This design comes from an exercise in tuning for small area on the open sky130 flow, not from production work. In this exercise RTL edits were held to simulation tests only and were not proved equivalent to the original.

==> run D <==
==> flow/design.v (excerpt) <==
module ubxcodec (
    input  wire        clk,
    input  wire        rst,           
    input  wire        reg_we,
    input  wire [3:0]  reg_waddr,
    input  wire [31:0] reg_wdata,
    input  wire [3:0]  reg_raddr,
    output reg  [31:0] reg_rdata,
    output wire        done_irq,
    output wire        txbuf_re,
    output wire [14:0] txbuf_addr,
    input  wire [7:0]  txbuf_rdata,
    output wire        rxbuf_we,
    output wire [14:0] rxbuf_waddr,
    output wire [7:0]  rxbuf_wdata,
    output wire        rx_req,
    input  wire        rx_valid,
    input  wire        rx_none,
    input  wire [7:0]  rx_data,
    input  wire        tick,
    output reg         tx_valid,
    output reg  [7:0]  tx_data,
    input  wire        tx_ready,
    input  wire        sin_valid,
    input  wire [9:0]  sin_sym,
    output reg         sin_ready,
    output reg         sout_valid,
    output reg  [9:0]  sout_sym,
    input  wire        sout_ready,
    input  wire        din_valid,
    input  wire [7:0]  din_data,
    output reg         din_ready
);
clock: 10.0 ns
lec_check: 0
cap_margin: 20
core_margin: 2
core_utilization: 40
cts_buf_list: sky130_fd_sc_hd__clkbuf_8
cts_cluster_diameter: 80
cts_cluster_size: 12
slew_margin: 20
run.sh (not shown) runs the stock make flow with config.mk's settings and CLKGATE_MAP_FILE= SYNTH_SCRIPT=/design/flow/synth_recipe.tcl, a recipe that flattens the netlist after the stock synthesis.
==> run M: changes against run D <==
--- a/flow/design.v
+++ b/flow/design.v
@@ -53,16 +53,16 @@
     reg [7:0]  rck_a, rck_b, rxck;
     reg [7:0]  msg_cls, msg_id;
     reg [14:0] msg_len;
     reg [7:0]  cls, id;
     reg [14:0] len;
     reg [14:0] cnt;
     reg        lst;           
-    reg        expd;          
     wire busy = (grp != G_IDLE);
+    wire expd = lst;
     wire ubx  = (grp == G_UBX);
     wire nmea = (grp == G_NMEA);
     wire ckg  = (grp == G_CK);
     wire uenc = ubx & ~dir;
     wire urcv = ubx & dir;
     wire nenc = nmea & ~dir;
     wire ndec = nmea & dir;
@@ -265,21 +265,19 @@
         msg_id    <= ({8{nrst & msg_w}} & id)  | ({8{nrst & ~msg_w}} & msg_id);
         msg_len   <= ({15{nrst & msg_w}} & len) | ({15{nrst & ~msg_w}} & msg_len);
     end
     wire cnt_step = (ckg & ~lst) | (uenc & p6 & tx_fire) | (urcv & p6 & rx_byte);
     always @(posedge clk) begin
         cnt <= ({15{cnt_step}} & cnt_inc[14:0]) | ({15{busy & ~cnt_step}} & cnt);
         if (!busy)
-            lst <= len_zero;
+            lst <= len_zero & (op != 8'h05);
         else if (ckg)
             lst <= at_end;
-        if (!busy)
-            expd <= 1'b0;
         else if (tick && urcv && !el_inc[32] && elapsed == timeout)
-            expd <= 1'b1;
+            lst <= 1'b1;
         if (urcv & rx_byte) begin
             if (p2) cls <= rx_data;
             if (p3) id  <= rx_data;
             if (p4) len[7:0]  <= rx_data;
             if (p5) len[14:8] <= rx_data[6:0];
         end
     end
==> flow/flow/run.sh (new file) <==
#!/bin/bash
# Layout flow: the standard flow (standard.sh), with two changes.
#  1. Synthesis runs the standard flow's own synthesis script unchanged, but ABC maps the logic with an
#     area-oriented script (flow/abc_area.script) in place of ORFS's speed script.
#  2. Port buffers are sky130_fd_sc_hd__buf_1 cells, and CTS uses the flow's CTS_ARGS.
# Each step's full output goes to a log file in the work folder.
set -euo pipefail
W=$(pwd)
rm -rf "$W/scripts_area"
cp -r "$FLOW_HOME/scripts" "$W/scripts_area"
cp "$W/flow/abc_area.script" "$W/scripts_area/abc_speed.script"
bash "$W/standard.sh" SCRIPTS_DIR="$W/scripts_area" synth > "$W/synth.log" 2>&1
CTS="-sink_clustering_enable -repair_clock_nets"
if [[ -f "$W/flow/cts_args" ]]; then CTS=$(cat "$W/flow/cts_args"); fi
bash "$W/standard.sh" "BUFFER_PORTS_ARGS=-buffer_cell sky130_fd_sc_hd__buf_1" "CTS_ARGS=$CTS" finish > "$W/layout.log" 2>&1
==> flow/flow/abc_area.script (new file) <==
strash
dc2
&get -n
&deepsyn -I 10 -J 3
&dch
&nf -R 1000 -F 8 -A 4 -C 32 -p
&put
strash
dc2
&get -n
&dch
&nf -R 1000 -F 8 -A 4 -C 32 -p
&put
==> flow/flow/cts_args (new file) <==
-sink_clustering_enable -repair_clock_nets -dont_use_dummy_load -buf_list sky130_fd_sc_hd__clkbuf_8 -sink_clustering_size 14 -sink_clustering_max_diameter 100
==> flow/standard.sh (new file) <==
#!/bin/bash
# synth_recipe.tcl (not shown) runs the flow's synth.tcl, then flattens the netlist and writes it again
# the make line also repeats each setting of config.mk as NAME=value (left out here)
make -C /OpenROAD-flow-scripts/flow DESIGN_CONFIG=/design/flow/config.mk WORK_HOME=/design/flow/orfs CLKGATE_MAP_FILE= SYNTH_SCRIPT=/design/flow/synth_recipe.tcl "${@:-finish}"
CORE_UTILIZATION = 55   (was 40)
CTS_BUF_LIST = default   (was sky130_fd_sc_hd__clkbuf_8)
CTS_CLUSTER_DIAMETER = default   (was 80)
CTS_CLUSTER_SIZE = default   (was 12)
removed: flow/run.sh
==> run B: changes against run D <==
--- a/flow/design.v
+++ b/flow/design.v
@@ -53,16 +53,16 @@
     reg [7:0]  rck_a, rck_b, rxck;
     reg [7:0]  msg_cls, msg_id;
     reg [14:0] msg_len;
     reg [7:0]  cls, id;
     reg [14:0] len;
     reg [14:0] cnt;
     reg        lst;           
-    reg        expd;          
     wire busy = (grp != G_IDLE);
+    wire expd = lst;
     wire ubx  = (grp == G_UBX);
     wire nmea = (grp == G_NMEA);
     wire ckg  = (grp == G_CK);
     wire uenc = ubx & ~dir;
     wire urcv = ubx & dir;
     wire nenc = nmea & ~dir;
     wire ndec = nmea & dir;
@@ -265,21 +265,19 @@
         msg_id    <= ({8{nrst & msg_w}} & id)  | ({8{nrst & ~msg_w}} & msg_id);
         msg_len   <= ({15{nrst & msg_w}} & len) | ({15{nrst & ~msg_w}} & msg_len);
     end
     wire cnt_step = (ckg & ~lst) | (uenc & p6 & tx_fire) | (urcv & p6 & rx_byte);
     always @(posedge clk) begin
         cnt <= ({15{cnt_step}} & cnt_inc[14:0]) | ({15{busy & ~cnt_step}} & cnt);
         if (!busy)
-            lst <= len_zero;
+            lst <= len_zero & (op != 8'h05);
         else if (ckg)
             lst <= at_end;
-        if (!busy)
-            expd <= 1'b0;
         else if (tick && urcv && !el_inc[32] && elapsed == timeout)
-            expd <= 1'b1;
+            lst <= 1'b1;
         if (urcv & rx_byte) begin
             if (p2) cls <= rx_data;
             if (p3) id  <= rx_data;
             if (p4) len[7:0]  <= rx_data;
             if (p5) len[14:8] <= rx_data[6:0];
         end
     end
==> flow/flow/run.sh (new file) <==
#!/bin/bash
# Layout flow: the standard flow (standard.sh), with two changes.
#  1. Synthesis runs the standard flow's own synthesis script unchanged, but ABC maps the logic with an
#     area-oriented script (flow/abc_area.script) in place of ORFS's speed script.
#  2. Port buffers are sky130_fd_sc_hd__buf_1 cells, and CTS uses the flow's CTS_ARGS.
# Each step's full output goes to a log file in the work folder.
set -euo pipefail
W=$(pwd)
rm -rf "$W/scripts_area"
cp -r "$FLOW_HOME/scripts" "$W/scripts_area"
cp "$W/flow/abc_area.script" "$W/scripts_area/abc_speed.script"
bash "$W/standard.sh" SCRIPTS_DIR="$W/scripts_area" synth > "$W/synth.log" 2>&1
CTS="-sink_clustering_enable -repair_clock_nets"
if [[ -f "$W/flow/cts_args" ]]; then CTS=$(cat "$W/flow/cts_args"); fi
bash "$W/standard.sh" "BUFFER_PORTS_ARGS=-buffer_cell sky130_fd_sc_hd__buf_1" "CTS_ARGS=$CTS" finish > "$W/layout.log" 2>&1
==> flow/flow/abc_area.script (new file) <==
strash
dc2
&get -n
&deepsyn -I 10 -J 3
&dch
&nf -R 1000 -F 8 -A 4 -C 32 -p
&put
strash
dc2
&get -n
&dch
&nf -R 1000 -F 8 -A 4 -C 32 -p
&put
==> flow/flow/cts_args (new file) <==
-sink_clustering_enable -repair_clock_nets -dont_use_dummy_load -buf_list sky130_fd_sc_hd__clkbuf_8 -sink_clustering_size 14 -sink_clustering_max_diameter 100
==> flow/standard.sh (new file) <==
#!/bin/bash
# synth_recipe.tcl (not shown) runs the flow's synth.tcl, then flattens the netlist and writes it again
# the make line also repeats each setting of config.mk as NAME=value (left out here)
make -C /OpenROAD-flow-scripts/flow DESIGN_CONFIG=/design/flow/config.mk WORK_HOME=/design/flow/orfs CLKGATE_MAP_FILE= SYNTH_SCRIPT=/design/flow/synth_recipe.tcl "${@:-finish}"
CTS_BUF_LIST = default   (was sky130_fd_sc_hd__clkbuf_8)
CTS_CLUSTER_DIAMETER = default   (was 80)
CTS_CLUSTER_SIZE = default   (was 12)
removed: flow/run.sh
==> notes <==
Run B produced a clean layout. Run D finished clean. Run M produced a clean layout. The lowest wire length belongs to run M, the highest to run D. Clock-buffer cell count: run D is higher than run B (6). The lowest cell area belongs to run M, the highest to run D. In synthesized cell count, run M and run B do not differ. Hold slack: run M < run B < run D. Cell count, highest first: run D, run B, run M. Sequential share of layout area, highest first: run M, run B, run D.

[re-timing with driven ports]
In the flow no input, the clock included, has a driving cell. The finished layouts below were timed again as built, in two steps.
Step 1: set_driving_cell puts a clkbuf_16 on clk and a buf_2 on each other input, an assumption about the parent block.
Step 2 times the ports against the registers' clock, not the clock port: input delays grow and output delays shrink by t, the midpoint of the rising clock arrivals with the driver on.
Three values: ideal ports, drivers, drivers and shift; two values: the first two.
| run | t, ns | setup WS [ns] | hold WS [ns] | worst slew at a driven data input, ns | cell pins on the clock port's net |
|---|---|---|---|---|---|
| run D | 0.625 | 2.836 / 2.777 / 2.242 | 0.468 / 0.468 / 0.468 | 0.07 | 1 |
| run M | 0.585 | 2.874 / 2.874 / 2.874 | 0.438 / 0.438 / 0.438 | 0.05 | 1 |
| run B | 0.588 | 3.315 / 3.282 / 3.189 | 0.467 / 0.467 / 0.467 | 0.04 | 1 |
After both steps setup and hold are still met in every run listed. For run D, which loses most, drivers alone change the setup slack by -0.059 ns; drivers and shift together by -0.594 ns.
